This design comes from an exercise in tuning for small area, a short achievable clock period and few clock cycles on the open sky130 flow, not from production work. The RTL was checked by simulation tests, not by an equivalence proof against the original design. Power figures rest on the tool's default switching activity, not on a simulated workload.

### flow/design.v
module py8bit_core (
    input  wire        clk,
    input  wire        rst,          
    input  wire        host_we,
    input  wire [7:0]  host_addr,
    input  wire [7:0]  host_wdata,
    output reg  [7:0]  host_rdata,   
    input  wire [2:0]  reg_sel,
    output reg  [7:0]  reg_rdata,    
    output wire [7:0]  pc,
    output wire [3:0]  flags,        
    output wire        halted
);
    localparam OP_NOP   = 4'd0;
    localparam OP_LOAD  = 4'd1;
    localparam OP_STORE = 4'd2;
    localparam OP_MOV   = 4'd3;
    localparam OP_ADD   = 4'd4;
    localparam OP_SUB   = 4'd5;
    localparam OP_AND   = 4'd6;
    localparam OP_OR    = 4'd7;
    localparam OP_XOR   = 4'd8;
    localparam OP_NOT   = 4'd9;
    localparam OP_SHL   = 4'd10;
    localparam OP_SHR   = 4'd11;
    localparam OP_JMP   = 4'd12;
    localparam OP_JZ    = 4'd13;
    localparam OP_JNZ   = 4'd14;
    localparam OP_HALT  = 4'd15;
    localparam LB = 2;               
    localparam NB = 1 << LB;
    localparam RB = 8 - LB;          
    localparam NR = 1 << RB;         
    reg [7:0]    mem [0:255];        
    reg [7:0]    regs [0:7];
    reg [7:0]    pc_q;               
    reg [7:0]    fh_q [0:NB-1];      
    reg [7:0]    fl_q [0:NB-1];
    reg [7:0]    ih_q, il_q;         
    reg [15:0]   ir_q;               
    reg [7:0]    ipc_q;              
    reg          xv_q;               
    reg          d_load, d_store, d_mov, d_alu;
    reg          taken_q;            
    reg [NB-1:0] usel_q;             
    reg          halted_q;
    reg          flag_z, flag_c, flag_n, flag_v;
    wire [3:0] opcode = ir_q[15:12];
    wire [3:0] rd     = ir_q[11:8];
    wire [3:0] rs1    = ir_q[7:4];
    wire [3:0] rs2    = ir_q[3:0];
    wire [7:0] addr   = ir_q[7:0];
    wire x_load  = xv_q && d_load;
    wire x_store = xv_q && d_store;
    wire x_alu   = xv_q && d_alu;
    wire taken   = taken_q;
    wire [7:0] val_rs1 = rs1[3] ? 8'h00 : regs[rs1[2:0]];
    wire [7:0] val_rs2 = rs2[3] ? 8'h00 : regs[rs2[2:0]];
    wire [7:0] val_rd  = rd[3]  ? 8'h00 : regs[rd[2:0]];
    wire [7:0]    fa    = taken ? addr : pc_q;
    wire [LB-1:0] fab   = fa[LB-1:0];
    wire [LB-1:0] fab1  = fab + 1'b1;
    wire [LB-1:0] ldb   = addr[LB-1:0];
    wire [7:0]   hh = 8'd1 << host_addr[7:5];
    wire [7:0]   hl = 8'd1 << host_addr[4:2];
    reg [7:0]    bout [0:NB-1];
    reg [7:0]    bh, bl;
    integer b, r;
    always @(*) begin
        for (b = 0; b < NB; b = b + 1) begin
            if (halted_q) begin
                bh = hh; bl = hl;
            end else if (usel_q[b]) begin
                bh = ih_q; bl = il_q;
            end else begin
                bh = fh_q[b]; bl = fl_q[b];
            end
            bout[b] = 8'h00;
            for (r = 0; r < NR; r = r + 1)
                bout[b] = bout[b] | (mem[r * NB + b] & {8{bh[r / 8] & bl[r % 8]}});
        end
    end
    wire [15:0]   fword = {bout[fab1], bout[fab]};
    wire [LB-1:0] bsel  = halted_q ? host_addr[LB-1:0] : ldb;
    wire [7:0]    rbyte = bout[bsel];
    reg [7:0] alu_y;
    reg       alu_c, alu_v;
    reg [8:0] sum;
    always @(*) begin
        sum   = 9'd0;
        alu_y = val_rs1;
        alu_c = 1'b0;
        alu_v = 1'b0;
        case (opcode)
            OP_ADD: begin
                sum   = {1'b0, val_rs1} + {1'b0, val_rs2};
                alu_y = sum[7:0];
                alu_c = sum[8];
                alu_v = (val_rs1[7] == val_rs2[7]) && (sum[7] != val_rs1[7]);
            end
            OP_SUB: begin
                sum   = {1'b0, val_rs1} + {1'b0, ~val_rs2} + 9'd1;
                alu_y = sum[7:0];
                alu_c = ~sum[8];
                alu_v = (val_rs1[7] != val_rs2[7]) && (sum[7] != val_rs1[7]);
            end
            OP_AND: alu_y = val_rs1 & val_rs2;
            OP_OR:  alu_y = val_rs1 | val_rs2;
            OP_XOR: alu_y = val_rs1 ^ val_rs2;
            OP_NOT: alu_y = ~val_rs1;
            OP_SHL: begin
                alu_y = {val_rs1[6:0], 1'b0};
                alu_c = val_rs1[7];
            end
            OP_SHR: begin
                alu_y = {1'b0, val_rs1[7:1]};
                alu_c = val_rs1[0];
            end
            default: ;
        endcase
    end
    wire alu_zero = (alu_y == 8'h00);
    reg zq;
    always @(*) begin
        case (opcode)
            OP_ADD:  zq = ((val_rs1 ^ val_rs2) == {val_rs1[6:0] | val_rs2[6:0], 1'b0});
            OP_SUB:  zq = (val_rs1 == val_rs2);
            OP_AND:  zq = ((val_rs1 & val_rs2) == 8'h00);
            OP_OR:   zq = ((val_rs1 | val_rs2) == 8'h00);
            OP_XOR:  zq = (val_rs1 == val_rs2);
            OP_NOT:  zq = (val_rs1 == 8'hFF);
            OP_SHL:  zq = (val_rs1[6:0] == 7'h00);
            OP_SHR:  zq = (val_rs1[7:1] == 7'h00);
            default: zq = (val_rs1 == 8'h00);
        endcase
    end
    wire z_fwd = x_alu ? zq : flag_z;
    wire [7:0] pc_plus1 = pc_q + 8'd1;
    wire conflict  = x_load && ((ldb == pc_q[LB-1:0]) || (ldb == pc_q[LB-1:0] + 1'b1));
    wire fa_bad    = taken && (fab == {LB{1'b1}});
    wire store_hit = x_store && ((addr == pc_q) || (addr == pc_plus1));
    wire f_ok      = !conflict && !fa_bad && !store_hit;
    wire [3:0] f_op   = fword[15:12];
    wire       f_halt = (f_op == OP_HALT);
    wire       f_taken = (f_op == OP_JMP) ||
                         ((f_op == OP_JZ)  &&  z_fwd) ||
                         ((f_op == OP_JNZ) && !z_fwd);
    wire       f_load = (f_op == OP_LOAD);
    wire [7:0]    nfa    = f_ok ? fa + 8'd2 : fa;
    wire [RB-1:0] nfrow  = nfa[7:LB];
    wire [RB-1:0] nfrow0 = nfa[7:LB] + (nfa[LB-1:0] == {LB{1'b1}});
    integer k;
    always @(posedge clk) begin
        if (rst) begin
            pc_q     <= 8'h00;
            for (k = 0; k < NB; k = k + 1)
            begin
                fh_q[k] <= 8'd1;
                fl_q[k] <= 8'd1;
            end
            xv_q     <= 1'b0;
            taken_q  <= 1'b0;
            usel_q   <= {NB{1'b0}};
            halted_q <= 1'b0;
        end else if (!halted_q) begin
            pc_q <= nfa;
            for (k = 0; k < NB; k = k + 1)
            begin
                fh_q[k] <= 8'd1 << ((k == 0) ? nfrow0[5:3] : nfrow[5:3]);
                fl_q[k] <= 8'd1 << ((k == 0) ? nfrow0[2:0] : nfrow[2:0]);
            end
            xv_q     <= f_ok && !f_halt;
            taken_q  <= f_ok && f_taken;
            for (k = 0; k < NB; k = k + 1)
                usel_q[k] <= f_ok && (f_taken || (f_load && fword[LB-1:0] == k));
            halted_q <= f_ok && f_halt;
            if (f_ok) begin
                ir_q    <= fword;
                ih_q    <= 8'd1 << fword[7:5];
                il_q    <= 8'd1 << fword[4:2];
                ipc_q   <= fa;
                d_load  <= (f_op == OP_LOAD);
                d_store <= (f_op == OP_STORE);
                d_mov   <= (f_op == OP_MOV);
                d_alu   <= (f_op >= OP_ADD) && (f_op <= OP_SHR);
            end
        end
    end
    wire reg_we = (x_alu || x_load || (xv_q && d_mov)) && !rd[3];
    wire [7:0] reg_wdata = x_load ? rbyte : alu_y;
    always @(posedge clk) begin
        if (!rst && !halted_q) begin
            if (reg_we)
                regs[rd[2:0]] <= reg_wdata;
            if (x_alu) begin
                flag_z <= alu_zero;
                flag_c <= alu_c;
                flag_n <= alu_y[7];
                flag_v <= alu_v;
            end
        end
    end
    wire       st_we = x_store && !rst && !halted_q;
    wire       m_we  = host_we || st_we;
    wire [7:0] m_wa  = host_we ? host_addr : addr;
    wire [7:0] m_wd  = host_we ? host_wdata : val_rd;
    wire [255:0] w_hot = {255'd0, m_we} << m_wa;
    genvar g;
    generate
        for (g = 0; g < 256; g = g + 1) begin : g_mem
            always @(posedge clk)
                if (w_hot[g])
                    mem[g] <= m_wd;
        end
    endgenerate
    always @(posedge clk) begin
        host_rdata <= rbyte;
        reg_rdata  <= regs[reg_sel];
    end
    assign pc         = ipc_q;
    assign flags      = {flag_z, flag_c, flag_n, flag_v};
    assign halted     = halted_q;
endmodule
### flow/run.sh
#!/bin/bash
# synth_recipe.tcl (not shown) runs the flow's synth.tcl, then flattens the netlist and writes it again
# the make line also repeats each setting of config.mk as NAME=value (left out here)
make -C /OpenROAD-flow-scripts/flow DESIGN_CONFIG=/design/flow/config.mk WORK_HOME=/design/flow/orfs CLKGATE_MAP_FILE= SYNTH_SCRIPT=/design/flow/synth_recipe.tcl finish
### flow/config.mk
export PLATFORM = sky130hd
export DESIGN_NAME = py8bit_core
export DESIGN_NICKNAME = py8bit_core
export VERILOG_FILES = /design/flow/design.v
export SDC_FILE = /design/flow/constraint.sdc
export NUM_CORES = 4
export LEC_CHECK = 0
export CAP_MARGIN = 20
export CORE_MARGIN = 2
export CORE_UTILIZATION = 40
export CTS_BUF_LIST = sky130_fd_sc_hd__clkbuf_8
export CTS_CLUSTER_SIZE = 25
export SETUP_SLACK_MARGIN = 4.5
export SLEW_MARGIN = 40
### flow/constraint.sdc
create_clock -name core_clock -period 8.0 [get_ports {clk}]
set_input_delay 1.6000 -clock core_clock [delete_from_list [all_inputs] [get_ports {clk}]]
set_output_delay 1.6000 -clock core_clock [all_outputs]
set_load 0.01 [all_outputs]
==> results.txt, run 1 <==
DP Area: 0.0979 mm²
Max FO, Critical Path: 7
nature of the critical path endpoint: flop
Post-Synthesis Cell Area: 0.0909 mm²
CTS sink cnt: 2232
H-tree depth: 5
fin crit share: 0.564
CTS max path bufs: 4
RD Place Congestion: 1.04
final hold violations: 0
Yosys warnings: 5
share of cells above drive strength 1: 0.321
sequential share of the synthesized area: 0.730
Fmax: 0.221 GHz
Post-Syn Area per Cell: 15.1 µm²
initial antenna violation count: 17
Final min period: 4520 ps
status: complete, no violations
Synth cell types: 89
Post-Layout Cell Count: 10200
Synth area leader: edfxtp_1
Worst setup endpoint: usel_q[0]
CP Data Required Time: 9000 ps
DIE AREA: 0.231 mm²
core box area: 0.225 mm²
largest net degree at the start of global routing: 162
final WL: 403 mm
ys async rst share: 0
Routed WL per cell: 39.3 µm
first-pass detailed-route iteration total: 10
Logic pwr share: 0.410
Initial Utilization: 0.403
Placed Cells: 9100
switch share: 0.392
Die Y: 481 µm
# nets final: 7017
utilization after layout: 0.507
Worst Tran Pin Value: 1160 ps
Ports: 51
R2R cell count: 16
Setup violations, final: 0
class of the worst hold path: flop to flop
vias in the first global route: 63300
Final Max Slew Viols: 0
leak pwr: 39.0 nW
Synth Register Bits: 2232
area grow syn2layout: 25.8%
Reg2Reg Setup Slack: 3540 ps
final setup TNS: 0 ps
RSZ-0062 raised after global routing: true
CTS tree: done
top cell type's share of synthesized area: 0.714
global route overflow: 0
Top FF cell, synth: edfxtp_1
Clock Skews: 122 ps
Root Buffer: clkbuf_8
CTS Hold Bufs: 0
count leader, synth: edfxtp_1
sequential power share: 0.360
Antenna Nets Post-Route: 0
P_int: 25.0 mW
crit path from: host_addr[4]
Worst slew margin: 0.227
Post-DP HPWL: 263 mm
crit path DAT: 5520 ps
EDFF count, synth: 2160
Mapped Cells: 6006
global-route wire length before repair: 537 mm
FP Rows: 174
leading post-synthesis cells by instance count: edfxtp_1, a22oi_1, nor2_1, nand2_1, clkbuf_1
Final Power: 41.1 mW
clock network power share: 0.230
Psw: 16.1 mW
Reg2Reg Launch Point: usel_q[1]
critical path type: primary input to flop
Power Density: 360 mW/mm²
worst vdd ir: 0.274 mV
DR vias/cell: 6.68
Max Cap Violations: 0
Clk pin slew, worst setup/hold paths: 60 ps
design area: 0.114 mm²
latest clock arrival within the worst-skew pair: 1180 ps
die width: 481 µm
largest cells by area after synthesis: edfxtp_1, a22oi_1, nor2_1
1st-iter DRT viols: 12900
startpoint types: primary input
worst reg2reg path endpoint: usel_q[0]
Overall Global Routing Usage: 0.339
number of CTS-inserted buffers: 384
PortBufs: 50
vias: 68500
syn_nets: 6060
Hold Startpoint: fh_q[0][0]
DRC viols: 0
## flip-flops by register name, indices dropped and copies added (netlist names), 16 cells and up, named ones only
| signal | cells |
|---|---|
| mem | 2048 |
| fh_q | 16 |
| fl_q | 16 |
| regs | 64 |
| ir_q | 16 |
## worst min path at each step
stage / slack, ps / depth (start not counted) / end
6_report: 490 / 2 / fh_q[0][0]
5_1_grt: 500 / 2 / fh_q[0][0]
4_1_cts: 480 / 2 / fh_q[0][0]
3_5_place_dp: 450 / 2 / fh_q[0][0]
3_3_place_gp: 460 / 2 / fh_q[0][0]
2_1_floorplan: 440 / 2 / fh_q[0][4]
## power groups by stage
stage | combinational, mW | sequential [mW] | clock, mW
after floorplan | 6.28 | 14.8 | 0
after global placement | 11.8 | 15.0 | 0
after detailed placement | 12.0 | 15.1 | 0
after CTS | 14.9 | 14.8 | 9.45
after global routing | 17.1 | 14.8 | 9.96
final | 16.8 | 14.8 | 9.46
## critical path, stage by stage
cell and delay (ps):
buf_12 110, buf_8 120, and3b_2 240, buf_6 140
mux2_4 350, a22o_1 250, a222oi_1 650, nand4_1 310
a2111oi_4 290, buf_6 220, mux2i_2 90, a21o_1 240
inv_2 90, ha_4 160, nand3_4 120, o41ai_4 380
o21a_1 150
## stage by stage
step,hold WS [ps],worst slack [ps]
after floorplan,436,2780
after global placement,461,716
after detailed placement,450,794
after CTS,482,3760
after global routing,498,3510
final,487,3480
## metal layers
metal	vias up	part of all wire	GRT usage
met5	-	0.00036	0.00269
met4	10	0.069	0.181
met3	1348	0.15	0.106
met2	6442	0.43	0.500
met1	34400	0.35	0.446
li1	26300	-	-
## logic make-up (layout without fill, tap and decap cells)
kind of cell | after synthesis | in the layout | synth area share
flip-flops | 2232 | 2232 | 0.730
AND/OR/NAND/NOR | 1744 | 1744 | 0.0979
AO/OA/AOI/OAI | 1311 | 1312 | 0.109
buffers and inverters | 392 | 1625 | 0.0172
multiplexers | 250 | 254 | 0.0373
XOR/XNOR | 45 | 45 | 0.00434
adder cells (fa/ha/maj) | 32 | 32 | 0.00457
other | 0 | 11 | 0
## layout by cell type (no fill, tap or decap), drive strengths merged, types with 22 or more instances in the layout
cell     synthesis  routed
and2           159     159
a2111oi         39      39
a22oi          698     698
edfxtp        2160    2160
inv             63     196
a221oi          48      48
nor2           475     475
xor2            23      23
clkinv           0     130
xnor2           22      22
dfxtp           72      72
mux2i          121     122
a32oi           42      42
mux4            64      64
mux2            65      68
buf             74     845
ha              30      30
a21oi           97      97
a22o            92      92
and3           136     136
nand4          116     116
nand3          169     169
clkbuf         255     401
o21ai           82      82
nor4           100     100
nor3           100     100
nand2          324     324
a222oi          33      33
## timing repair
item                                    in CTS  in global routing
cloned                                      17                  6
setup buffers                              307                136
resized for setup                         1038                300
endpoints found under the setup margin    2276                738
pin swaps                                  184                 94
## final cells by class
type	count	area (µm²)
repair buffers	892	8780
fillers	18600	111000
flip-flops and latches	2232	66300
inverters	63	273
repair inverters	3	47.5
multi-input cells	3387	28400
well taps	2992	3740
diodes	11	27.5
clock buffers	399	5490
clock inverters	268	1220
Testbench counts, summed over its fixed seeds: cycles 61,609.
==> inputs of run 2 (changes only) <==
--- a/flow/config.mk
+++ b/flow/config.mk
@@ -13,2 +13,3 @@
 export SETUP_SLACK_MARGIN = 4.5
 export SLEW_MARGIN = 40
+export TNS_END_PERCENT = 10
==> results.txt, run 2 <==
CTS max path bufs: 4 (unchanged)
footprint of the multi-input gates: 0.0277 mm² (-2.6%)
top cell type's share of synthesized area: 0.714 (unchanged)
share of cells above drive strength 1: 0.310 (-0.0111)
Max FO, Critical Path: 7 (unchanged)
worst vdd ir: 0.262 mV (-4.3%)
syn_nets: 6060 (unchanged)
Worst slew margin: 0.193 (-0.0341)
class of the worst hold path: flop to flop
Placed Cells: 9100 (unchanged)
Ports: 51 (unchanged)
Reg2Reg Setup Slack: 3580 ps (+40 ps)
Max Cap Violations: 0 (unchanged)
utilization after layout: 0.501 (-0.00673)
Clk pin slew, worst setup/hold paths: 60 ps (about the same)
CP max stage delay: 640 ps (about the same)
H-tree depth: 5 (unchanged)
final WL: 402 mm (-0.12%)
DR vias/cell: 6.68 (about the same)
Psw: 16.1 mW (-0.41%)
Routed WL per cell: 39.4 µm (+0.30%)
Antenna Nets Post-Route: 0 (unchanged)
final hold violations: 0 (unchanged)
largest cells by area after synthesis: edfxtp_1, a22oi_1, nor2_1
Power Density: 364 mW/mm² (+1.2%)
Yosys warnings: 5 (unchanged)
max FFs per register: 2048 (unchanged)
crit-path cells: buf_12 > buf_8 > and3b_2 > buf_6 > mux2_4 > a22o_1 > a222oi_1 > nand4_1 > a2111oi_4 > buf_6 > mux2i_4 > a21o_1 > inv_2 > ha_4 > nand3_4 > o41ai_4 > o21a_1
PortBufs: 50 (unchanged)
global-route wire length before repair: 534 mm (-0.56%)
CP Data Required Time: 9030 ps (+30 ps)
fillers: 18800 (+0.91%)
Initial Utilization: 0.403 (unchanged)
dominant cell type by count on the critical path: buf_6
count leader, synth: edfxtp_1
commonest non-fill, non-tap cells in the layout: edfxtp_1, a22oi_1, buf_4, clkbuf_8, nand2_1
worst hold stages: 1 (-1)
CTS Hold Bufs: 0 (unchanged)
DRC viols: 0 (unchanged)
Setup violations, final: 0 (unchanged)
worst reg2reg path endpoint: usel_q[0]
Mapped Cells: 6006 (unchanged)
CTS sink cnt: 2232 (unchanged)
Hold EP: fh_q[0][1]
Post-Synthesis Cell Area: 0.0909 mm² (unchanged)
Fmax: 0.224 GHz (+1.2%)
initial antenna violation count: 15 (-2)
Die Y: 481 µm (unchanged)
number of CTS-inserted buffers: 384 (unchanged)
Post-Syn Area per Cell: 15.1 µm² (unchanged)
Top Family by Delay on Critical Path: compound AO/OA/AOI/OAI gates
Post-DP HPWL: 263 mm (unchanged)
Hold Startpoint: fh_q[0][1]
1st-iter DRT viols: 12800 (-0.67%)
startpoint types: primary input
R2R cell count: 17 (+1)
Register Area: 0.0663 mm² (about the same)
Synth cell types: 89 (unchanged)
critical path type: primary input to flop
RD Place Congestion: 1.04 (unchanged)
P_int: 25.0 mW (about the same)
Final Max Slew Viols: 0 (unchanged)
status: complete, no violations
largest net degree at the start of global routing: 162 (unchanged)
crit path DAT: 5490 ps (-30 ps)
latest clock arrival within the worst-skew pair: 1190 ps (about the same)
leading post-synthesis cells by instance count: edfxtp_1, a22oi_1, nor2_1, nand2_1, clkbuf_1
CTS tree: done
# nets final: 6974 (-0.61%)
leak pwr: 38.4 nW (-1.6%)
ys async rst share: 0 (unchanged)
Logic pwr share: 0.410 (about the same)
die width: 481 µm (unchanged)
Clock Skews: 114 ps (-8.46 ps)
Synth Register Bits: 2232 (unchanged)
sequential power share: 0.359 (about the same)
Worst Tran Pin Value: 1210 ps (+51.1 ps)
Reg2Reg Launch Point: usel_q[1]
RSZ-0062 raised after global routing: true
largest register by flop count: mem
first-pass detailed-route iteration total: 7 (-3)
fin crit share: 0.558 (-0.00694)
FP Rows: 174 (unchanged)
commonest non-fill, non-tap cell in the layout: edfxtp_1
global route overflow: 0 (unchanged)
final setup TNS: 0 ps (unchanged)
WP buf/inv: 5 (unchanged)
switch share: 0.391 (-0.00119)
vias: 68100 (-0.51%)
EDFF count, synth: 2160 (unchanged)
Final min period: 4460 ps (-55.5 ps)
Crit-path slowest cell: a222oi_1
Synth area leader: edfxtp_1
Overall Global Routing Usage: 0.337 (-0.00186)
DIE AREA: 0.231 mm² (unchanged)
Post-Layout Cell Count: 10200 (-0.42%)
sequential share of the synthesized area: 0.730 (unchanged)
Top FF cell, synth: edfxtp_1
core box area: 0.225 mm² (unchanged)
clock network power share: 0.231 (about the same)
vias in the first global route: 62800 (-0.70%)
area grow syn2layout: 24.1%
Root Buffer: clkbuf_8
nature of the critical path endpoint: flop
## run 2: changes by cell type in the layout (fill, tap and decap cells not counted), moves of 15 or more
cell,previous run,this run
nor2_2,52,125
clkdlybuf4s50_1,11,40
buf_12,96,53
nand2_4,22,7
nor2_4,199,111
dlygate4sd2_1,19,0
nor2_1,224,239
## run 2: metrics by stage
stage	total power, mW	cell area [µm²]	hold WS, ps	setup slack [ps]
floorplan	21.0	91000	436	2780
global placement	26.9	97200	461	716
detailed placement	27.1	97900	450	794
CTS	39.0	110000	482	3760
global route	41.8	113000	497	3510
finish	41.1	113000	491	3540
## run 2: how the worst max path moves through the flow
stage	startpoint	to	slack (ps)	depth (start not counted)
2_1_floorplan	host_we	mem[0][0]	2780	5
3_3_place_gp	host_addr[7]	usel_q[0]	720	17
3_5_place_dp	host_addr[7]	usel_q[2]	790	16
4_1_cts	host_addr[4]	usel_q[1]	3760	17
5_1_grt	host_addr[4]	usel_q[0]	3510	20
6_report	host_addr[4]	usel_q[0]	3540	17
## run 2: cell families (layout without fill, tap and decap cells)
| group | count (synthesis) | in the layout | share of synthesized area |
|---|---|---|---|
| flops | 2232 | 2232 | 0.730 |
| simple gates | 1744 | 1744 | 0.0979 |
| compound gates | 1311 | 1312 | 0.109 |
| buf+inv | 392 | 1583 | 0.0172 |
| mux | 250 | 253 | 0.0373 |
| xor+xnor | 45 | 45 | 0.00434 |
| fa+ha+maj | 32 | 32 | 0.00457 |
| other cells | 0 | 11 | 0 |
## run 2: what timing repair did
action / in CTS / in global routing
hold endpoints to repair: 0 / 0
setup endpoints to repair: 2276 / 2122
pin swaps: 146 / 91
cloned: 16 / 9
setup buffers: 240 / 158
gates resized for setup: 853 / 264
## run 2: cell type report
class                      instances  area share
multi-input combinational       3386       0.245
inverter                          63     0.00240
antenna                           11    0.000244
tap                             2992      0.0332
timing repair buffer             850      0.0709
clock buffer                     399      0.0487
clock inverter                   268      0.0108
timing repair inverter             3    0.000344
sequential                      2232       0.588
## run 2: worst register-to-register path, delay by kind of cell (launching register included)
family	cells	cell delay (ps)
fa+ha+maj	1	150
simple gates	5	960
flops	1	470
buf+inv	3	500
mux	3	860
compound gates	5	1420
## run 2: layer usage
| metal | vias to the layer above | GRT usage | share of wire |
|---|---|---|---|
| met5 | - | 0.00269 | 0.00055 |
| met2 | 6246 | 0.497 | 0.43 |
| met1 | 34300 | 0.443 | 0.35 |
| met4 | 18 | 0.184 | 0.071 |
| met3 | 1418 | 0.105 | 0.14 |
| li1 | 26200 | - | - |
## run 2: power groups by stage
| stage | Clock [mW] | Sequential, mW | Combinational (mW) |
|---|---|---|---|
| 5_1_grt | 9.95 | 14.8 | 17.1 |
| 6_report | 9.47 | 14.8 | 16.8 |
| 3_5_place_dp | 0 | 15.1 | 12.0 |
| 4_1_cts | 9.45 | 14.8 | 14.8 |
| 2_1_floorplan | 0 | 14.8 | 6.28 |
| 3_3_place_gp | 0 | 15.0 | 11.8 |
==> inputs of run 3 (changes only) <==
--- a/flow/config.mk
+++ b/flow/config.mk
@@ -8,5 +8,5 @@
 export CAP_MARGIN = 20
 export CORE_MARGIN = 2
-export CORE_UTILIZATION = 40
+export CORE_UTILIZATION = 50
 export CTS_BUF_LIST = sky130_fd_sc_hd__clkbuf_8
 export CTS_CLUSTER_SIZE = 25
==> results.txt, run 3 <==
commonest non-fill, non-tap cells in the layout: edfxtp_1, buf_4, a22oi_1, clkbuf_8, nand2_1
global route overflow: 0 (unchanged)
Overall Global Routing Usage: 0.439 (+0.102)
final WL: 418 mm (+3.8%)
Crit-path slowest cell: a222oi_1
Hold EP: fh_q[0][2]
area grow syn2layout: 25.5%
vias in the first global route: 63300 (+0.72%)
syn_nets: 6060 (unchanged)
startpoint types: flop
Post-DP HPWL: 279 mm (+6.0%)
DIE AREA: 0.185 mm² (-20%)
Initial Utilization: 0.503 (+0.0995)
Hold Startpoint: fh_q[0][2]
global-route wire length before repair: 548 mm (+2.7%)
Final Max Slew Viols: 0 (unchanged)
number of CTS-inserted buffers: 372 (-3.1%)
Mapped Cells: 6006 (unchanged)
first-pass detailed-route iteration total: 10 (+3)
critical path type: flop to flop
commonest non-fill, non-tap cell in the layout: edfxtp_1
RD Place Congestion: 1.02 (-1.2%)
Fin Hold WS: 492 ps (+1.46 ps)
Reg2Reg Launch Point: usel_q[1]
worst hold stages: 1 (unchanged)
crit-path cells: buf_12 > mux2i_4 > mux2_4 > nor2_1 > buf_6 > a222oi_1 > nand3_1 > a211oi_2 > nand4_1 > nor3_4 > buf_6 > a21oi_2 > a21o_1 > a31o_4
Antenna Nets Post-Route: 0 (unchanged)
largest cells by area after synthesis: edfxtp_1, a22oi_1, nor2_1
largest net degree at the start of global routing: 166 (+2.5%)
utilization after layout: 0.631 (+0.130)
status: complete, no violations
leak pwr: 39.3 nW (+2.4%)
Post-Layout Cell Count: 9705 (-4.9%)
top cell type's share of synthesized area: 0.714 (unchanged)
CTS sink cnt: 2232 (unchanged)
# nets final: 7124 (+2.2%)
FP Rows: 156 (-10%)
vias: 69300 (+1.8%)
Fmax: 0.216 GHz (-3.8%)
core box area: 0.181 mm² (-20%)
largest register by flop count: mem
CTS Hold Bufs: 0 (unchanged)
sequential share of the synthesized area: 0.730 (unchanged)
initial antenna violation count: 14 (-1)
dominant cell type by count on the critical path: buf_6
class of the worst hold path: flop to flop
1st-iter DRT viols: 13500 (+5.7%)
count leader, synth: edfxtp_1
H-tree depth: 5 (unchanged)
Setup violations, final: 0 (unchanged)
leading post-synthesis cells by instance count: edfxtp_1, a22oi_1, nor2_1, nand2_1, clkbuf_1
Synth Register Bits: 2232 (unchanged)
Max FO, Critical Path: 8 (+1)
nature of the critical path endpoint: flop
Placed Cells: 8519 (-6.4%)
WP buf/inv: 3 (-2)
die width: 430 µm (-10%)
latest clock arrival within the worst-skew pair: 1170 ps (-20 ps)
Clk pin slew, worst setup/hold paths: 60 ps (about the same)
DRC viols: 0 (unchanged)
Synth cell types: 89 (unchanged)
CP Data Required Time: 8800 ps (-230 ps)
Final Power: 42.0 mW (+2.3%)
Die Y: 430 µm (-10%)
Clock Skews: 132 ps (+17.7 ps)
fin crit share: 0.580 (+0.0220)
crit path DAT: 5440 ps (-50 ps)
final setup TNS: 0 ps (unchanged)
Power Density: 368 mW/mm² (+1.2%)
crit path from: usel_q[1]
Ports: 51 (unchanged)
R2R cell count: 14 (-3)
DR vias/cell: 7.15 (+7.0%)
max FFs per register: 2048 (unchanged)
Worst slew margin: 0.329 (+0.136)
Yosys warnings: 5 (unchanged)
worst reg2reg path endpoint: regs[4][3]
Top Family by Delay on Critical Path: compound AO/OA/AOI/OAI gates
ys async rst share: 0 (unchanged)
CP max stage delay: 620 ps (-20 ps)
RSZ-0062 raised after global routing: true
Root Buffer: clkbuf_8
CTS tree: done
Max Cap Violations: 0 (unchanged)
Reg2Reg Setup Slack: 3360 ps (-220 ps)
EDFF count, synth: 2160 (unchanged)
CTS max path bufs: 4 (unchanged)
Routed WL per cell: 43.0 µm (+9.2%)
share of cells above drive strength 1: 0.331 (+0.0209)
Worst Tran Pin Value: 1010 ps (-204 ps)
Top FF cell, synth: edfxtp_1
Post-Syn Area per Cell: 15.1 µm² (unchanged)
Synth area leader: edfxtp_1
Post-Synthesis Cell Area: 0.0909 mm² (unchanged)
final hold violations: 0 (unchanged)
Final min period: 4640 ps (+176 ps)
worst vdd ir: 0.329 mV (+25%)
PortBufs: 50 (unchanged)
## run 3: cell families (layout without fill, tap and decap cells)
| kind of cell | Yosys count | count (layout) | share of synthesized area |
|---|---|---|---|
| fa+ha+maj | 32 | 32 | 0.00457 |
| mux | 250 | 252 | 0.0373 |
| other cells | 0 | 3 | 0 |
| compound gates | 1311 | 1311 | 0.109 |
| simple gates | 1744 | 1745 | 0.0979 |
| xor+xnor | 45 | 45 | 0.00434 |
| buf+inv | 392 | 1715 | 0.0172 |
| flops | 2232 | 2232 | 0.730 |
## run 3: how the worst max path moves through the flow
stage                       endpoint  slack (ps)  depth (start not counted)
after floorplan            mem[0][0]        2780                          5
final                     regs[4][3]        3360                         14
after global placement     usel_q[2]         420                         19
after detailed placement   usel_q[2]         460                         19
after global routing       usel_q[0]        3390                         19
after CTS                 regs[4][3]        3530                         15
## run 3: worst register-to-register path, delay by kind of cell (launching register included)
| family | cells | cell delay, ps |
|---|---|---|
| buffers and inverters | 3 | 560 |
| AND/OR/NAND/NOR | 4 | 1220 |
| multiplexers | 2 | 700 |
| flip-flops | 1 | 460 |
| AO/OA/AOI/OAI | 5 | 1440 |
## run 3: repair_timing
action / in CTS / in global routing
setup endpoints to repair: 2287 / 1918
resized for setup: 948 / 336
pin swaps: 148 / 153
buffers inserted: 331 / 181
cloned: 19 / 12
endpoints found under the hold margin: 0 / 0
## run 3: cell type report
cell class / instances / area [µm²]
diodes: 3 / 7.51
clock buffers: 379 / 5220
clock inverters: 257 / 1370
fillers: 13400 / 66700
inverters: 63 / 268
multi-input cells: 3385 / 28100
flip-flops and latches: 2232 / 66300
well taps: 2370 / 2970
repair buffers: 1012 / 9730
repair inverters: 4 / 63.8
## run 3: power by group
| part | internal [mW] | switching [mW] | total [mW] |
|---|---|---|---|
| combinational | 6.48 | 11.3 | 17.8 |
| sequential | 14.3 | 0.475 | 14.7 |
| clock | 4.76 | 4.68 | 9.44 |
## run 3: metrics by stage
| step | setup WS [ps] | cell area, µm² |
|---|---|---|
| after floorplan | 2780 | 91000 |
| after global placement | 422 | 96800 |
| after detailed placement | 457 | 97500 |
| after CTS | 3530 | 111000 |
| after global routing | 3390 | 114000 |
| final | 3360 | 114000 |
## run 3: routing by layer
metal / wire [µm] / vias to the layer above / track usage
met5: 305 / - / 0.00546
met4: 32600 / 22 / 0.268
met3: 64500 / 1445 / 0.145
met2: 174000 / 6631 / 0.623
met1: 146000 / 34800 / 0.588
li1: - / 26500 / -
==> inputs of run 4 (changes only) <==
--- a/flow/config.mk
+++ b/flow/config.mk
@@ -8,8 +8,8 @@
 export CAP_MARGIN = 20
 export CORE_MARGIN = 2
-export CORE_UTILIZATION = 50
+export CORE_UTILIZATION = 40
 export CTS_BUF_LIST = sky130_fd_sc_hd__clkbuf_8
 export CTS_CLUSTER_SIZE = 25
 export SETUP_SLACK_MARGIN = 4.5
 export SLEW_MARGIN = 40
-export TNS_END_PERCENT = 10
+export TNS_END_PERCENT = 2
==> results.txt, run 4 <==
status: complete, no violations
Power Density: 363 mW/mm² (-1.6%)
Post-Synthesis Cell Area: 0.0909 mm² (unchanged)
largest register by flop count: mem
utilization after layout: 0.493 (-0.138)
class of the worst hold path: flop to flop
vias in the first global route: 62400 (-1.3%)
Final Max Slew Viols: 0 (unchanged)
Fmax: 0.221 GHz (+2.4%)
Yosys warnings: 5 (unchanged)
initial antenna violation count: 15 (+1)
ys async rst share: 0 (unchanged)
largest cells by area after synthesis: edfxtp_1, a22oi_1, nor2_1
syn_nets: 6060 (unchanged)
Setup violations, final: 0 (unchanged)
Worst Tran Pin Value: 1030 ps (+23.7 ps)
Clock Skews: 112 ps (-20.2 ps)
commonest non-fill, non-tap cell in the layout: edfxtp_1
Post-DP HPWL: 263 mm (-5.7%)
area grow syn2layout: 22.3%
Max FO, Critical Path: 7 (-1)
Ports: 51 (unchanged)
final setup TNS: 0 ps (unchanged)
final WL: 399 mm (-4.5%)
nature of the critical path endpoint: flop
RSZ-0062 raised after global routing: true
adder-cell share of the synthesized area: 0.00457 (unchanged)
global-route wire length before repair: 532 mm (-2.9%)
first-pass detailed-route iteration total: 10 (unchanged)
count leader, synth: edfxtp_1
Synth Register Bits: 2232 (unchanged)
leading post-synthesis cells by instance count: edfxtp_1, a22oi_1, nor2_1, nand2_1, clkbuf_1
critical path type: primary input to flop
crit path DAT: 5530 ps (+90 ps)
Hold Startpoint: fh_q[0][1]
worst vdd ir: 0.235 mV (-29%)
Root Buffer: clkbuf_8
Antenna Nets Post-Route: 0 (unchanged)
largest family of logic cells by synthesized area: compound AO/OA/AOI/OAI gates
crit path from: host_addr[4]
1st-iter DRT viols: 12700 (-6.4%)
vias: 67600 (-2.5%)
H-tree depth: 5 (unchanged)
sequential share of the synthesized area: 0.730 (unchanged)
DRC viols: 0 (unchanged)
core box area: 0.225 mm² (+25%)
CTS tree: done
Overall Global Routing Usage: 0.336 (-0.104)
CTS sink cnt: 2232 (unchanged)
startpoint types: primary input
simple-gate share of the synthesized area: 0.0979 (unchanged)
xor/xnor share of the synthesized area: 0.00434 (unchanged)
top cell type's share of synthesized area: 0.714 (unchanged)
global route overflow: 0 (unchanged)
share of cells above drive strength 1: 0.290 (-0.0414)
largest net degree at the start of global routing: 162 (-2.4%)
# nets final: 6876 (-3.5%)
DR vias/cell: 6.69 (-6.3%)
Max Cap Violations: 0 (unchanged)
EDFF count, synth: 2160 (unchanged)
CP Data Required Time: 9000 ps (+200 ps)
max FFs per register: 2048 (unchanged)
mux contribution to synthesized area: 0.0373 (unchanged)
Reg2Reg Launch Point: usel_q[1]
Synth cell types: 89 (unchanged)
post-synthesis compound-gate area fraction: 0.109 (unchanged)
Synth area leader: edfxtp_1
final hold violations: 0 (unchanged)
Top FF cell, synth: edfxtp_1
latest clock arrival within the worst-skew pair: 1160 ps (about the same)
Post-Syn Area per Cell: 15.1 µm² (unchanged)
Routed WL per cell: 39.5 µm (-8.3%)
PortBufs: 50 (unchanged)
DIE AREA: 0.231 mm² (+25%)
Die Y: 481 µm (+12%)
fin crit share: 0.566 (-0.0133)
die width: 481 µm (+12%)
CTS max path bufs: 4 (unchanged)
Initial Utilization: 0.403 (-0.0995)
number of CTS-inserted buffers: 384 (+3.2%)
Clk pin slew, worst setup/hold paths: 60 ps (about the same)
Final min period: 4530 ps (-107 ps)
Worst slew margin: 0.314 (-0.0158)
commonest non-fill, non-tap cells in the layout: edfxtp_1, a22oi_1, buf_4, clkbuf_8, nand2_1
Mapped Cells: 6006 (unchanged)
leak pwr: 37.6 nW (-4.2%)
FP Rows: 174 (+12%)
RD Place Congestion: 1.04 (+1.2%)
run 4: critical path, stage by stage:
cell,delay (ps)
buf_12,110
buf_8,120
and3b_2,240
buf_6,140
mux2_4,340
a22o_1,250
a222oi_1,630
nand4_1,310
a2111oi_4,290
buf_6,220
mux2i_4,90
a21o_1,220
inv_2,80
ha_4,150
nand3_4,120
o41ai_4,430
o21a_1,180
run 4: logic make-up (layout without fill, tap and decap cells):
kind of cell / count (synthesis) / after routing
AOI/OAI and AO/OA: 1311 / 1312
other: 0 / 9
DFF: 2232 / 2232
xor gates and xnor gates: 45 / 45
and+or+nand+nor: 1744 / 1744
adders and majority gates: 32 / 32
buffers and inverters: 392 / 1485
muxes: 250 / 253
run 4: final timing paths:
path	endpoint	slack (ps)	depth (start not counted)
max	usel_q[1]	3470	17
min	fh_q[0][1]	500	1
max reg2reg	usel_q[1]	3510	16
min reg2reg	fh_q[0][1]	500	1
run 4: layout make-up:
type | instances | area, µm²
fill | 19000 | 114000
sequential | 2232 | 66300
multi-input combinational | 3386 | 27000
timing repair buffer | 753 | 6940
clock buffer | 399 | 5490
tap | 2992 | 3740
clock inverter | 268 | 1220
inverter | 63 | 255
timing repair inverter | 2 | 32.5
antenna | 9 | 22.5
run 4: timing repair:
action,4_1_cts,5_1_grt
hold buffers,0,0
resized for setup,750,188
endpoints found under the setup margin,2276,2227
pin swaps,113,64
setup buffers,202,101
gates cloned,15,3
run 4: through the flow:
step	setup WS, ps	cells	area, µm²	hold slack, ps	power, mW
5_1_grt	3470	10100	111000	497	41.1
3_5_place_dp	794	9100	97900	450	27.1
3_3_place_gp	716	9093	97200	461	26.9
4_1_cts	3760	9984	109000	482	38.6
2_1_floorplan	2780	6006	91000	436	21.0
6_report	3470	10100	111000	495	40.3
run 4: layer usage:
| metal | track usage | routed length (µm) | share of wire | vias up |
|---|---|---|---|---|
| li1 | - | - | - | 26000 |
| met1 | 0.443 | 142000 | 0.36 | 34100 |
| met2 | 0.494 | 171000 | 0.43 | 6166 |
| met3 | 0.104 | 57600 | 0.14 | 1366 |
| met4 | 0.183 | 27900 | 0.070 | 14 |
| met5 | 0 | 92 | 0.00023 | - |
run 4: where the power goes:
part           switching, mW  total [mW]  internal [mW]
Combinational           10.5        16.0           5.58
Sequential             0.512        14.8           14.3
Clock                   4.71        9.45           4.75
Total                   15.7        40.3           24.6
==> inputs of run 5 (changes only) <==
--- a/flow/design.v
+++ b/flow/design.v
@@ -28,5 +28,5 @@
     localparam OP_JNZ   = 4'd14;
     localparam OP_HALT  = 4'd15;
-    localparam LB = 2;               
+    localparam LB = 4;               
     localparam NB = 1 << LB;
     localparam RB = 8 - LB;          
@@ -35,7 +35,10 @@
     reg [7:0]    regs [0:7];
     reg [7:0]    pc_q;               
-    reg [7:0]    fh_q [0:NB-1];      
-    reg [7:0]    fl_q [0:NB-1];
-    reg [7:0]    ih_q, il_q;         
+    reg [3:0]    f0h_q;              
+    reg [3:0]    f0l_q;
+    reg [3:0]    fch_q;              
+    reg [3:0]    fcl_q;
+    reg [3:0]    ih_q;               
+    reg [3:0]    il_q;
     reg [15:0]   ir_q;               
     reg [7:0]    ipc_q;              
@@ -43,5 +46,4 @@
     reg          d_load, d_store, d_mov, d_alu;
     reg          taken_q;            
-    reg [NB-1:0] usel_q;             
     reg          halted_q;
     reg          flag_z, flag_c, flag_n, flag_v;
@@ -62,8 +64,9 @@
     wire [LB-1:0] fab1  = fab + 1'b1;
     wire [LB-1:0] ldb   = addr[LB-1:0];
-    wire [7:0]   hh = 8'd1 << host_addr[7:5];
-    wire [7:0]   hl = 8'd1 << host_addr[4:2];
+    wire [3:0]   hh = 4'd1 << host_addr[7:6];
+    wire [3:0]   hl = 4'd1 << host_addr[5:4];
     reg [7:0]    bout [0:NB-1];
-    reg [7:0]    bh, bl;
+    reg [3:0]    bh;
+    reg [3:0]    bl;
     integer b, r;
     always @(*) begin
@@ -71,12 +74,13 @@
             if (halted_q) begin
                 bh = hh; bl = hl;
-            end else if (usel_q[b]) begin
+            end else if (taken_q || (x_load && addr[LB-1:0] == b)) begin
                 bh = ih_q; bl = il_q;
             end else begin
-                bh = fh_q[b]; bl = fl_q[b];
+                bh = (b == 0) ? f0h_q : fch_q;
+                bl = (b == 0) ? f0l_q : fcl_q;
             end
             bout[b] = 8'h00;
             for (r = 0; r < NR; r = r + 1)
-                bout[b] = bout[b] | (mem[r * NB + b] & {8{bh[r / 8] & bl[r % 8]}});
+                bout[b] = bout[b] | (mem[r * NB + b] & {8{bh[r / 4] & bl[r % 4]}});
         end
     end
@@ -154,29 +158,24 @@
         if (rst) begin
             pc_q     <= 8'h00;
-            for (k = 0; k < NB; k = k + 1)
-            begin
-                fh_q[k] <= 8'd1;
-                fl_q[k] <= 8'd1;
-            end
+            f0h_q    <= 4'd1;
+            f0l_q    <= 4'd1;
+            fch_q    <= 4'd1;
+            fcl_q    <= 4'd1;
             xv_q     <= 1'b0;
             taken_q  <= 1'b0;
-            usel_q   <= {NB{1'b0}};
             halted_q <= 1'b0;
         end else if (!halted_q) begin
             pc_q <= nfa;
-            for (k = 0; k < NB; k = k + 1)
-            begin
-                fh_q[k] <= 8'd1 << ((k == 0) ? nfrow0[5:3] : nfrow[5:3]);
-                fl_q[k] <= 8'd1 << ((k == 0) ? nfrow0[2:0] : nfrow[2:0]);
-            end
+            f0h_q <= 4'd1 << nfrow0[3:2];
+            f0l_q <= 4'd1 << nfrow0[1:0];
+            fch_q <= 4'd1 << nfrow[3:2];
+            fcl_q <= 4'd1 << nfrow[1:0];
             xv_q     <= f_ok && !f_halt;
             taken_q  <= f_ok && f_taken;
-            for (k = 0; k < NB; k = k + 1)
-                usel_q[k] <= f_ok && (f_taken || (f_load && fword[LB-1:0] == k));
             halted_q <= f_ok && f_halt;
             if (f_ok) begin
                 ir_q    <= fword;
-                ih_q    <= 8'd1 << fword[7:5];
-                il_q    <= 8'd1 << fword[4:2];
+                ih_q    <= 4'd1 << fword[7:6];
+                il_q    <= 4'd1 << fword[5:4];
                 ipc_q   <= fa;
                 d_load  <= (f_op == OP_LOAD);
--- a/flow/config.mk
+++ b/flow/config.mk
@@ -13,3 +13,3 @@
 export SETUP_SLACK_MARGIN = 4.5
 export SLEW_MARGIN = 40
-export TNS_END_PERCENT = 2
+export TNS_END_PERCENT = 10
==> results.txt, run 5 <==
crit-path cells: buf_12 > and4bb_4 > buf_12 > buf_4 > a211oi_2 > buf_6 > and2_4 > a222oi_1 > o22ai_1 > or4_4 > a222oi_1 > nand4b_1 > nor3_4 > buf_6 > o22ai_4
commonest non-fill, non-tap cells in the layout: edfxtp_1, buf_4, nand4_1, clkbuf_8, nand3_1
CTS max path bufs: 4 (unchanged)
leak pwr: 38.4 nW (+2.2%)
final WL: 391 mm (-1.9%)
vias: 73000 (+7.9%)
number of CTS-inserted buffers: 370 (-3.6%)
core box area: 0.233 mm² (+3.3%)
Detail Route met3 WL: 52.7 mm (-8.5%)
max FFs per register: 2048 (unchanged)
Fmax: 0.213 GHz (-3.7%)
Worst Tran Pin Value: 940 ps (-89.8 ps)
Top Family by Delay on Critical Path: simple AND/OR/NAND/NOR gates
DR vias/cell: 6.67 (-0.36%)
syn_nets: 6663 (+10%)
Synth cell types: 103 (+16%)
CP Data Required Time: 8720 ps (-280 ps)
Final Power: 51.1 mW (+27%)
Fin Hold WS: 483 ps (-12.1 ps)
FP Rows: 177 (+1.7%)
Crit-path slowest cell: or4_4
worst vdd ir: 0.295 mV (+26%)
Ports: 51 (unchanged)
latest clock arrival within the worst-skew pair: 1120 ps (-40 ps)
CP max stage delay: 600 ps (-30 ps)
largest net degree at the start of global routing: 151 (-6.8%)
share of cells above drive strength 1: 0.307 (+0.0176)
Initial Utilization: 0.403 (-0.000594)
Clock Skews: 125 ps (+13.4 ps)
final hold violations: 0 (unchanged)
Synth Register Bits: 2204 (-1.3%)
largest register by flop count: mem
Setup violations, final: 0 (unchanged)
Antenna Nets Post-Route: 0 (unchanged)
leading post-synthesis cells by instance count: edfxtp_1, nor2_1, nand4_1, nand3_1, clkbuf_1
class of the worst hold path: flop to flop
CTS sink cnt: 2204 (-1.3%)
crit path DAT: 5430 ps (-100 ps)
Top FF cell, synth: edfxtp_1
Post-DP HPWL: 247 mm (-6.3%)
Root Buffer: clkbuf_8
Max FO, Critical Path: 9 (+2)
# nets final: 7589 (+10%)
vias in the first global route: 69600 (+11%)
critical path type: flop to flop
H-tree depth: 5 (unchanged)
Max Cap Violations: 0 (unchanged)
Yosys warnings: 3 (-2)
die width: 488 µm (+1.5%)
ys async rst share: 0 (unchanged)
Synth area leader: edfxtp_1
1st-iter DRT viols: 12500 (-1.0%)
commonest non-fill, non-tap cell in the layout: edfxtp_1
sequential share of the synthesized area: 0.701 (-0.0291)
Die Y: 488 µm (+1.5%)
RSZ-0062 raised after global routing: true
met2 wire length: 168 mm (-1.9%)
area grow syn2layout: 25.0%
Overall Global Routing Usage: 0.318 (-0.0180)
WP buf/inv: 5 (unchanged)
Final Max Slew Viols: 0 (unchanged)
initial antenna violation count: 14 (-1)
RD Place Congestion: 1.05 (+1.4%)
count leader, synth: edfxtp_1
Post-Synthesis Cell Area: 0.0937 mm² (+3.1%)
Clk pin slew, worst setup/hold paths: 70 ps (about the same)
status: complete, no violations
DIE AREA: 0.238 mm² (+3.1%)
Routed WL per cell: 35.7 µm (-9.4%)
startpoint types: flop
global route overflow: 0 (unchanged)
Mapped Cells: 6609 (+10%)
PortBufs: 50 (unchanged)
final setup TNS: 0 ps (unchanged)
top layer in use: met5
nature of the critical path endpoint: flop
Worst slew margin: 0.367 (+0.0533)
Post-Syn Area per Cell: 14.2 µm² (-6.3%)
CTS tree: done
largest cells by area after synthesis: edfxtp_1, nand4_1, a22oi_1
global-route wire length before repair: 538 mm (+0.97%)
fin crit share: 0.588 (+0.0218)
top cell type's share of synthesized area: 0.689 (-0.0243)
M1 WL: 143 mm (+0.79%)
Power Density: 436 mW/mm² (+20%)
DRC viols: 0 (unchanged)
first-pass detailed-route iteration total: 13 (+3)
EDFF count, synth: 2152 (-0.37%)
Final min period: 4700 ps (+174 ps)
==> run 5: tightest hold or removal path, stage by stage, from the launching register on <==
cell and delay, ps:
dfxtp_1 330, a21oi_1 70, o31ai_1 60
==> run 5: layout make-up <==
| cell class | count | area [µm²] |
|---|---|---|
| antenna | 7 | 17.5 |
| clock inverter | 264 | 1520 |
| clock buffer | 375 | 5160 |
| timing repair buffer | 997 | 10000 |
| tap | 3132 | 3920 |
| fill | 19500 | 116000 |
| multi-input combinational | 3840 | 30400 |
| inverter | 122 | 477 |
| sequential | 2204 | 65700 |
==> run 5: stage by stage <==
step	utilization	cell area, µm²	setup WS [ps]	std cells
after floorplan	-	93900	2780	6609
after global placement	0.427	99300	1100	9660
after detailed placement	0.430	100000	1050	9677
after CTS	0.493	115000	3470	10800
after global routing	0.503	117000	3320	10900
final	0.503	117000	3300	10900
==> run 5: power by group <==
| group | internal [mW] | switching, mW | total (mW) |
|---|---|---|---|
| Combinational | 9.69 | 17.4 | 27.1 |
| Clock | 4.83 | 4.59 | 9.42 |
| Sequential | 14.1 | 0.422 | 14.5 |
| Total | 28.7 | 22.5 | 51.1 |
==> run 5: cell families after synthesis <==
kind of cell | after synthesis | synth area share
flops | 2204 | 0.701
compound gates | 1791 | 0.143
simple gates | 1839 | 0.101
mux | 114 | 0.0210
xor+xnor | 45 | 0.00420
fa+ha+maj | 32 | 0.00443
buf+inv | 584 | 0.0254
==> run 5: worst paths after layout <==
kind,startpoint,to,cells after the start,slack (ps)
max,ir_q[3],regs[7][2],15,3300
min,f0l_q[0],f0l_q[0],2,480
max reg2reg,ir_q[3],regs[7][2],15,3300
min reg2reg,f0l_q[0],f0l_q[0],2,480
==> run 5: timing repair <==
action                     in CTS  in global routing
buffers inserted              456                118
pin swaps                     215                128
hold buffers                    0                  0
gates resized for setup       907                240
setup endpoints to repair    2050               2160
gates cloned                   31                  9
==> run 5: per-layer routing <==
metal / GRT usage / vias to the layer above
li1: - / 29300
met1: 0.411 / 36700
met2: 0.470 / 5804
met3: 0.102 / 1151
met4: 0.183 / 13
met5: 0 / -
Testbench counts of run 5, summed over its fixed seeds: cycles 57,564.

[static timing again, ports no longer ideal]
Ports are ideal in the flow. The routed layouts listed here were re-timed in OpenROAD. Step 1 (the two cells are an assumption about what drives the block):
set clk [get_ports {clk}]
set_driving_cell -lib_cell sky130_fd_sc_hd__clkbuf_16 $clk
set_driving_cell -lib_cell sky130_fd_sc_hd__buf_2 [delete_from_list [all_inputs] $clk]
Step 2 times the ports against the registers' clock, not the clock port: input delays grow and output delays shrink by t, the midpoint of the rising clock arrivals with the driver on. Three values: ideal, step 1, step 2; two values: the first two.
| run | t, ns | setup slack, ns | hold WS [ns] | worst setup path after step 2 | worst register clock-pin slew, ns |
|---|---|---|---|---|---|
| run 1 | 1.203 | 3.484 / 3.458 / 2.255 | 0.487 / 0.487 / 0.487 | input to register | 0.07 / 0.07 |
| run 2 | 1.216 | 3.540 / 3.459 / 2.243 | 0.491 / 0.491 / 0.491 | input to register | 0.07 / 0.07 |
| run 3 | 1.194 | 3.364 / 3.244 / 2.050 | 0.492 / 0.492 / 0.492 | input to register | 0.09 / 0.09 |
| run 4 | 1.198 | 3.471 / 3.418 / 2.221 | 0.495 / 0.495 / 0.495 | input to register | 0.07 / 0.07 |
| run 5 | 1.151 | 3.296 / 3.296 / 2.195 | 0.483 / 0.483 / 0.483 | input to register | 0.07 / 0.07 |
After both steps every run listed still meets setup and hold. The setup slack of run 3, which loses most, moves by -0.120 ns with the drivers and by -1.314 ns with both steps.
